This design comes from an exercise in tuning for small area, a short achievable clock period and few clock cycles per item on the open sky130 flow, not from production work.
At most, simulation tests tie the RTL to the original design; equivalence was not proved.

run 1:
==> module spuc_add, before the edit <==
module spuc_add #(parameter W = 8) (
    input  wire [W-1:0] a,
    input  wire [W-1:0] b,
    input  wire         ci,
    output wire [W-1:0] s,
    output wire         co
);
    localparam L = $clog2(W + 1);
    wire [W:0] g0 = {a & b, ci};
    wire [W:0] p0 = {a ^ b, 1'b0};
    reg  [W:0] g, p;
    integer l, i;
    always @* begin
        g = g0;
        p = p0;
        for (l = 0; l < L; l = l + 1)
            for (i = 0; i <= W; i = i + 1)
                if (i[l] && (((i >> l) << l) >= 1)) begin
                    g[i] = g[i] | (p[i] & g[((i >> l) << l) - 1]);
                    p[i] = p[i] & p[((i >> l) << l) - 1];
                end
    end
    assign s  = p0[W:1] ^ g[W-1:0];
    assign co = g[W];
endmodule
clock: 66.0 ns
lec_check: 0
abc_area: 1
cap_margin: 20
core_margin: 2
core_utilization: 35
slew_margin: 20
standard.sh (not shown) runs the stock make flow with config.mk's settings and CLKGATE_MAP_FILE= SYNTH_SCRIPT=/design/flow/synth_recipe.tcl, a recipe that flattens the netlist after the stock synthesis.
==> flow/flow/run.sh <==
#!/bin/bash
# Standard synthesis and layout (the standard.sh), with the timing repair
# steps asked to over-fix setup: the repair keeps working on paths until they
# have SETUP_SLACK_MARGIN ns of slack at the design's clock period. The
# clock, constraints and all flow scripts are unchanged.
set -euo pipefail
export SETUP_SLACK_MARGIN=51.5
bash standard.sh synth > synth.log 2>&1
bash standard.sh floorplan > floorplan.log 2>&1
bash standard.sh place > place.log 2>&1
bash standard.sh cts > cts.log 2>&1
bash standard.sh route > route.log 2>&1
bash standard.sh finish > finish.log 2>&1
### run 1 -> run 2
--- a/flow/design.v
+++ b/flow/design.v
@@ -4549,7 +4549,7 @@
     output wire [W-1:0] s,
     output wire         co
 );
-    localparam L = $clog2(W + 1);
+    localparam L = 7;                    
     wire [W:0] g0 = {a & b, ci};
     wire [W:0] p0 = {a ^ b, 1'b0};
     reg  [W:0] g, p;
Findings:
Both conditions hold for run 2: the flow ran to the end and the final layout passed the timing, DRC and antenna checks. Diff run 1 -> run 2: share of cell area taken by muxes after synthesis flat; synthesized-area fraction occupied by adder cells flat. Run 2 vs. run 1: clock latency on the worst-skew pair closely matched the old numbers; post-synthesis compound-gate area fraction has remained practically unchanged. Re flip-flop and latch count: no difference whatsoever between run 2 and run 1. Run 2 -> run 1: number of buffers inserted during clock tree synthesis flat. On number of instances in the placed design, run 2 and run 1 are neck and neck. Worst hold slack came out exactly the same in run 2 and run 1. Re final hold violation count: no difference whatsoever between run 2 and run 1. From run 2 to run 1, setup slack did not move at all. Compared with run 1, in run 2 number of clock sinks seen by CTS stayed essentially flat; global-route met3 utilization stayed essentially flat.
Testbench counts of run 2, summed over its fixed seeds: cycles 17,807, items 17,761.
Function not checked in run 1: the RTL went through the layout flow alone.

--- another note on this design; it stands on its own ---

// spuc_correlator
module spuc_correlator (
    input  wire        clk,
    input  wire        rst,
    input  wire        in_valid,
    output reg         in_ready,
    input  wire [63:0] in_ref,
    input  wire [63:0] in_x,
    input  wire        in_neg,
    input  wire        in_last,
    output reg         out_valid,
    input  wire        out_ready,
    output reg  [63:0] out_corr,
    output reg         out_bit
);
For scale: about 15000 cells after synthesis, about 460 flip-flops, roughly 200 I/O pins.
clock: 66.0 ns
lec_check: 0
abc_area: 1
cap_margin: 20
cell_pad_in_sites_detail_placement: 1
cell_pad_in_sites_global_placement: 2
core_margin: 2
core_utilization: 35
place_density: 0.5
slew_margin: 20
standard.sh (not shown) runs the stock make flow with config.mk's settings and CLKGATE_MAP_FILE= SYNTH_SCRIPT=/design/flow/synth_recipe.tcl, a recipe that flattens the netlist after the stock synthesis.
==> flow/flow/run.sh <==
#!/bin/bash
# Standard synthesis and layout (the standard.sh, step by step), with two
# changes to how the layout is made; the clock, the constraints and all flow
# scripts are unchanged:
# - the port buffers that the placement step inserts are buf_4 cells;
# - the timing repair steps over-fix setup: they keep working on a path
#   until it has SETUP_SLACK_MARGIN ns of slack at the design's period.
# Each step's output goes to its own log file here.
set -euo pipefail
export SETUP_SLACK_MARGIN=51.6
export BUFFER_PORTS_ARGS="-buffer_cell sky130_fd_sc_hd__buf_4"
bash standard.sh synth > synth.log 2>&1
bash standard.sh floorplan > floorplan.log 2>&1
bash standard.sh place > place.log 2>&1
bash standard.sh cts > cts.log 2>&1
bash standard.sh route > route.log 2>&1
bash standard.sh finish > finish.log 2>&1
Testbench counts at the start, summed over its fixed seeds: cycles 17,833, items 17,761.
Edit:
CAP_MARGIN = 10   (was 20)
CTS_CLUSTER_DIAMETER = 100   (was not set)
CTS_CLUSTER_SIZE = 50   (was not set)
SLEW_MARGIN = 10   (was 20)
The new run finished but failed the layout checks on capacitance limit, slew limit.
Cell area came out lower by 0.39%.
Wire length is about the same.
Core utilization came out lower by 0.15 points.
Via count barely changes.
Sequential cell count does not change.
Global-route usage stays flat.
Worst setup slack gets worse by 0.017 ns.

## trial 29
Starting RTL as in the previous note.
## spuc_correlator
module spuc_correlator (
    input  wire        clk,
    input  wire        rst,
    input  wire        in_valid,
    output reg         in_ready,
    input  wire [63:0] in_ref,
    input  wire [63:0] in_x,
    input  wire        in_neg,
    input  wire        in_last,
    output reg         out_valid,
    input  wire        out_ready,
    output reg  [63:0] out_corr,
    output reg         out_bit
);
export LEC_CHECK = 0
export ABC_AREA = 1
export CAP_MARGIN = 20
export CELL_PAD_IN_SITES_DETAIL_PLACEMENT = 1
export CELL_PAD_IN_SITES_GLOBAL_PLACEMENT = 2
export CORE_MARGIN = 2
export CORE_UTILIZATION = 35
export CTS_CLUSTER_DIAMETER = 80
export CTS_CLUSTER_SIZE = 40
export PLACE_DENSITY = 0.5
export SLEW_MARGIN = 20
create_clock -name core_clock -period 66.0 [get_ports {clk}]
Scripts as last shown in full above: flow/flow/run.sh
Trial 29 reached the end of the flow, and the finished layout is clean on the timing, DRC and antenna checks.
Testbench counts of trial 29, summed over its fixed seeds: cycles 17,833, items 17,761.
Changes in build 30 relative to trial 29:
--- a/flow/flow/run.sh
+++ b/flow/flow/run.sh
@@ -8,5 +8,5 @@
 # Each step's output goes to its own log file here.
 set -euo pipefail
-export SETUP_SLACK_MARGIN=51.6
+export SETUP_SLACK_MARGIN=51.45
 export BUFFER_PORTS_ARGS="-buffer_cell sky130_fd_sc_hd__buf_4"
 bash standard.sh synth > synth.log 2>&1
[summary]
Build 30 vs trial 29 — post-CTS resize count dropped 48%.
I/O pin count: trial 29 vs build 30 identical
On global-route wire length before repair, build 30 tracks trial 29 almost exactly.
~same critical path depth in build 30 and trial 29
Between trial 29 and build 30, the global-route usage over all layers figures differ only marginally.
Trial 29 has a higher synthesis-to-layout area growth than build 30.

what the ideal ports hide:
In the flow no input, the clock included, has a driving cell. The finished layouts below were timed again as built, in two steps.
Step 1: set_driving_cell puts a clkbuf_16 on clk and a buf_2 on each other input, an assumption about the parent block.
Step 2 also shifts input and output timing later by t, the mid clock arrival at the registers, as if the neighbouring blocks saw the same clock.
a / b / c = ideal / step 1 / step 2; a / b = the first two.
run	shift t [ns]	setup slack, ns	hold slack, ns	pins driven straight from the clock port
run 1	0.834	51.346 / 51.244 / 51.194	0.327 / 0.327 / 0.327	1
run 2	0.834	51.346 / 51.244 / 51.194	0.327 / 0.327 / 0.327	1
the first run of note 2	0.935	51.534 / 51.414 / 51.527	0.328 / 0.328 / 0.328	1
the second run of note 2	0.897	51.516 / 51.391 / 51.602	0.341 / 0.341 / 0.341	1
trial 29	0.893	51.542 / 51.421 / 51.601	0.338 / 0.338 / 0.338	1
build 30	0.904	51.489 / 51.371 / 51.586	0.337 / 0.337 / 0.337	1
